From an optimization exercise on the open Yosys and OpenROAD flow, aimed at small area and a short achievable clock period; shortcuts taken in it are not production practice. Power figures rest on the tool's default switching activity, not on a simulated workload.

== the previous run ==
==> flow/design.v <==
module crc16_update (
    input  wire [15:0] acc_in,
    input  wire [7:0]  data,
    output wire [15:0] acc_out
);
    wire [7:0] x = acc_in[7:0] ^ data;
    wire       p = ^x;
    assign acc_out = {p,
                      p ^ x[7],
                      x[7] ^ x[6],
                      x[6] ^ x[5],
                      x[5] ^ x[4],
                      x[4] ^ x[3],
                      x[3] ^ x[2],
                      x[2] ^ x[1],
                      acc_in[15] ^ x[1] ^ x[0],
                      acc_in[14] ^ x[0],
                      acc_in[13:9],
                      acc_in[8] ^ p};
endmodule
module crc16_tfv (
    input  wire         clk,
    input  wire         rst,           
    input  wire         in_valid,
    input  wire [7:0]   in_byte,
    input  wire         lenient,       
    input  wire         td_reset,      
    input  wire         ce_valid,
    input  wire         ce_op,         
    input  wire [15:0]  ce_data,
    output wire [15:0]  acc,           
    output wire         busy,          
    output wire         fault,         
    output reg          rec_valid,
    output wire [127:0] rec_id,
    output wire [4:0]   rec_id_len,
    output wire [255:0] rec_val,
    output wire [5:0]   rec_val_len,
    output reg          tel_valid,
    output reg  [1:0]   tel_status,    
    output wire [5:0]   tel_count
);
    reg         busy_q, s_hdr, s_crlf, s_id, s_val, s_vend, s_crc;
    wire        s_wait = ~busy_q;
    reg [15:0]  acc_q;
    reg         len_eff;
    reg         corr;
    reg         fault_q;
    reg [4:0]   idb [0:15];    
    reg [4:0]   id_len;
    reg         id_fresh;      
    reg [4:0]   id_first;      
    reg         id_dirty;      
    reg [7:0]   valb [0:31];
    reg [5:0]   val_len;
    reg         crc_bad;       
    reg [2:0]   crc_len;       
    reg [5:0]   pend;
    assign acc         = acc_q;
    assign busy        = busy_q;
    assign fault       = fault_q;
    assign rec_id_len  = id_len;
    assign rec_val_len = val_len;
    assign tel_count   = pend;
    genvar g;
    generate
        for (g = 0; g < 16; g = g + 1) begin : g_id_out
            assign rec_id[8*g +: 8] = {2'b00, idb[g][4] | idb[g][3], idb[g]};
        end
        for (g = 0; g < 32; g = g + 1) begin : g_val_out
            assign rec_val[8*g +: 8] = valb[g];
        end
    endgenerate
    wire [7:0] b = in_byte;
    wire hi0      = (b[7:4] == 4'h0);
    wire hi2      = (b[7:4] == 4'h2);
    wire hi3      = (b[7:4] == 4'h3);
    wire lo_le9   = ~b[3] | (~b[2] & ~b[1]);                   
    wire is_cr    = hi0 & (b[3:0] == 4'hD);
    wire is_ws    = (hi0 & (b[3:0] == 4'h9)) |                   
                    (hi0 & b[3] & ~b[2] & b[1]) |                
                    (hi0 & b[3] & b[2] & ~b[1]) |                
                    (hi2 & (b[3:0] == 4'h0));                    
    wire is_digit = hi3 & lo_le9;
    wire is_idch  = (hi3 & (lo_le9 | (b[3:0] == 4'hA))) |        
                    (hi2 & (b[3:0] == 4'hA)) |                   
                    (hi2 & (b[3:0] == 4'hD)) |                   
                    (hi2 & (b[3:0] == 4'hE));                    
    wire is_slash = hi2 & (b[3:0] == 4'hF);
    wire is_bang  = hi2 & (b[3:0] == 4'h1);
    wire is_open  = hi2 & (b[3:0] == 4'h8);
    wire is_close = hi2 & (b[3:0] == 4'h9);
    wire is_hex   = is_digit |
                    ((b[7:3] == 5'b01000) & (b[2:0] != 3'd0) & (b[2:0] != 3'd7));  
    wire cec = ce_valid & ~td_reset;
    wire byt = in_valid & ~ce_valid & ~td_reset;
    wire [15:0] acc_f;
    wire [7:0]  fold_byte = ce_valid ? ce_data[7:0] : in_byte;
    crc16_update u_f (.acc_in(acc_q), .data(fold_byte), .acc_out(acc_f));
    wire [4:0] id_cur   = id_fresh ? 5'd1 : id_len;    
    wire       id_full  = id_cur[4];
    wire       id_any   = (id_len != 5'd0);             
    wire       val_full = val_len[5];
    wire take    = in_valid & ~ce_valid;                
    wire id_oth  = ~(is_ws | is_idch | is_open);
    wire vend_oth = ~(is_ws | is_digit | is_bang | is_open);
    wire open_c  = (s_wait | s_crc) & is_slash;
    wire term_c  = s_crc & (is_cr | is_slash);
    wire commit_c = s_vend & (is_digit | is_bang);
    wire open_b  = byt & open_c;
    wire term_b  = byt & term_c;
    wire commit  = byt & commit_c;
    wire fold_e  = s_hdr | s_val | ((s_id | s_vend) & len_eff);
    wire st_ws   = s_crlf | s_id | s_vend;    
    wire st_open = s_id | s_vend;             
    wire st_bang = s_vend | s_crc;            
    wire fold_c = fold_e |
                  ((is_ws | is_digit) & st_ws) |
                  (is_idch & s_id) |
                  (is_open & st_open) |
                  (is_bang & st_bang);
    wire wait_c = (s_wait & ~is_slash) |
                  (s_crlf & ~(is_ws | is_digit)) |
                  (s_id & ~len_eff & id_oth) |
                  (s_vend & ~len_eff & vend_oth) |
                  (s_crc & is_cr);
    wire hdr_c  = open_c | (s_hdr & ~is_cr);
    wire crlf_c = (s_hdr & is_cr) | (s_crlf & is_ws);
    wire id_c   = ((s_crlf | s_vend) & is_digit) |
                  (s_id & ~is_open & (is_ws | is_idch | (len_eff & ~is_bang)));
    wire val_c  = ((s_id | s_vend) & is_open) | (s_val & ~is_close);
    wire vend_c = (s_val & is_close) | (s_vend & (is_ws | (len_eff & vend_oth)));
    wire crc_c  = (((s_id & len_eff) | s_vend) & is_bang) |
                  (s_crc & ~(is_cr | is_slash));
    always @(posedge clk) begin
        if (rst | td_reset) begin
            busy_q <= 1'b0; s_hdr <= 1'b0; s_crlf <= 1'b0; s_id <= 1'b0;
            s_val <= 1'b0; s_vend <= 1'b0; s_crc <= 1'b0;
        end else if (take) begin
            busy_q <= ~wait_c;
            s_hdr  <= hdr_c;
            s_crlf <= crlf_c;
            s_id   <= id_c;
            s_val  <= val_c;
            s_vend <= vend_c;
            s_crc  <= crc_c;
        end
    end
    wire tk      = ~rst & ~td_reset;
    wire sel_cel = tk & ce_valid & s_wait & ~ce_op;
    wire sel_cef = tk & ce_valid & s_wait & ce_op;
    wire sel_b   = tk & ~ce_valid & in_valid;
    wire sel_fold = sel_b & fold_c;
    wire sel_hold = ~rst & (td_reset | (~(ce_valid & s_wait) & ~(sel_b & (fold_c | open_c))));
    always @(posedge clk) begin
        acc_q <= ({16{sel_fold | sel_cef}} & acc_f) |
                 ({16{sel_cel}}  & ce_data) |
                 ({16{sel_hold}} & acc_q);
    end
    always @(posedge clk) begin
        if (open_b)
            len_eff <= lenient;
        if (s_wait | s_hdr)
            corr <= 1'b0;
        else if (byt & len_eff & ((s_id & id_oth) | (s_vend & vend_oth)))
            corr <= 1'b1;
        if (rst) begin
            fault_q   <= 1'b0;
            rec_valid <= 1'b0;
            tel_valid <= 1'b0;
        end else begin
            if (byt & ((s_id & is_idch & id_full) |
                       (s_val & ~is_close & val_full) |
                       (commit & id_any & (pend == 6'd63))))
                fault_q <= 1'b1;
            rec_valid <= commit & id_any & ~fault_q;
            tel_valid <= term_b & ~fault_q;
        end
    end
    always @(posedge clk) begin
        if (s_wait | s_hdr)
            pend <= 6'd0;
        else if (commit & id_any)
            pend <= pend + 6'd1;
    end
    function [3:0] hex_nib;
        input [4:0] c;
        begin
            if (c[4])
                hex_nib = c[3:0];
            else case (c[2:0])
                3'd1: hex_nib = 4'hA;
                3'd2: hex_nib = 4'hB;
                3'd3: hex_nib = 4'hC;
                3'd4: hex_nib = 4'hD;
                3'd5: hex_nib = 4'hE;
                default: hex_nib = 4'hF;
            endcase
        end
    endfunction
    wire       id_app   = byt & s_id & is_idch;
    wire       id_clr   = s_wait | s_hdr | s_crlf;
    wire       id_wipe  = id_clr | (s_id & (id_dirty | id_fresh));
    wire [4:0] id_data  = s_id ? b[4:0] : s_crc ? {1'b0, hex_nib(b[4:0])} : 5'd0;
    wire [4:0] id_data1 = (id_clr | (s_id & id_dirty)) ? 5'd0 : id_data;
    wire [4:0] id_data2 = id_wipe ? 5'd0 : id_data;
    always @(posedge clk) begin
        if (s_crlf)
            id_len <= 5'd1;
        else if (s_id) begin
            if (id_app)
                id_len <= id_cur + 5'd1;
            else if (byt & len_eff & id_oth)
                id_len <= 5'd0;
            else
                id_len <= id_cur;
        end
        id_fresh <= commit & is_digit;
        id_dirty <= byt & s_id & len_eff & id_oth;
        if (s_vend)
            id_first <= b[4:0];
    end
    wire       id_wr  = s_id | s_val | s_crc;
    wire [4:0] id_pos = s_crc ? {2'b00, crc_len} : id_cur;
    integer k;
    always @(posedge clk) begin
        if (id_wipe | (id_wr & (id_pos == 5'd0)))
            idb[0] <= s_crlf ? b[4:0] : (s_id & id_fresh) ? id_first : id_data;
        if (id_wipe | (id_wr & (id_pos == 5'd1)))
            idb[1] <= id_data1;
        for (k = 2; k < 16; k = k + 1)
            if (id_wipe | (id_wr & (id_pos == k)))
                idb[k] <= id_data2;
    end
    wire       val_clr  = ~(s_val | s_vend);
    wire       val_app  = byt & s_val & ~is_close;
    wire [7:0] val_data = s_val ? b : 8'h00;
    always @(posedge clk) begin
        if (val_clr)
            val_len <= 6'd0;
        else if (val_app)
            val_len <= val_len + 6'd1;
        for (k = 0; k < 32; k = k + 1)
            if (val_clr | (val_len == k))
                valb[k] <= val_data;
    end
    wire crc_app = byt & s_crc & ~(is_cr | is_slash | is_bang);
    always @(posedge clk) begin
        if (~s_crc) begin
            crc_len <= 3'd0;
            crc_bad <= 1'b0;
        end else if (crc_app) begin
            if (crc_len != 3'd5)
                crc_len <= crc_len + 3'd1;
            if (~crc_len[2] & ~is_hex)
                crc_bad <= 1'b1;
        end
    end
    wire [15:0] crc_hex = {idb[0][3:0], idb[1][3:0], idb[2][3:0], idb[3][3:0]};
    wire [1:0] status = corr ? 2'd2 :
                        (crc_len == 3'd0) ? 2'd0 :
                        ((crc_len == 3'd4) && !crc_bad && (crc_hex == acc_q)) ? 2'd0 : 2'd1;
    always @(posedge clk) begin
        if (term_b)
            tel_status <= status;
    end
endmodule
clock: 5.0 ns
lec_check: 0
cap_margin: 20
core_margin: 2
core_utilization: 40
cts_cluster_diameter: 150
cts_cluster_size: 25
setup_slack_margin: 3.0
slew_margin: 20
run.sh (not shown) runs the stock make flow with config.mk's settings and CLKGATE_MAP_FILE= SYNTH_SCRIPT=/design/flow/synth_recipe.tcl, a recipe that flattens the netlist after the stock synthesis.
Edits applied to the flow inputs when going from the previous run to the current run:
Settings: SETUP_SLACK_MARGIN now 2.7, was 3.0.
### Flow results
Comparing the two runs side by side, the current run comes out ahead of the previous run on area of all placed cells without fillers.
The previous run leaves more setup margin than the current run.
Compare the previous run and the current run | pin slew with the least headroom to its limit higher: the current run
Clock edge transition at the registers on the reported setup and hold paths across the previous run and the current run: no real change.
The current run against the previous run: wire length per cell after detailed routing held steady, via count of the first global-routing pass lost 3.9%, clock share of power essentially unchanged, required time of the worst setup path fell by 1.44 ns.
No functional check of the RTL was part of any run of this note.

-- separate check: timing with driven ports --
The results above use ideal ports. As a check the final layouts listed here were re-extracted and re-timed, cells and wires unchanged.
Step 1, drivers: a clkbuf_16 drives clk and a buf_2 each remaining input, both assumed.
Step 2 also shifts input and output timing later by t, the mid clock arrival at the registers, as if the neighbouring blocks saw the same clock.
Three values: ideal, step 1, step 2; two values: the first two.
run	t, ns	setup WS [ns]	hold WS [ns]	worst register clock-pin slew, ns	cell pins on the clock port's net
the previous run	0.589	2.606 / 2.558 / 1.979	0.474 / 0.474 / 0.474	0.11 / 0.11	1
the current run	0.579	2.595 / 2.540 / 2.028	0.479 / 0.479 / 0.479	0.11 / 0.11	1
After both steps every run listed still meets setup and hold. The setup slack of the previous run, which loses most, moves by -0.048 ns with the drivers and by -0.627 ns with both steps.
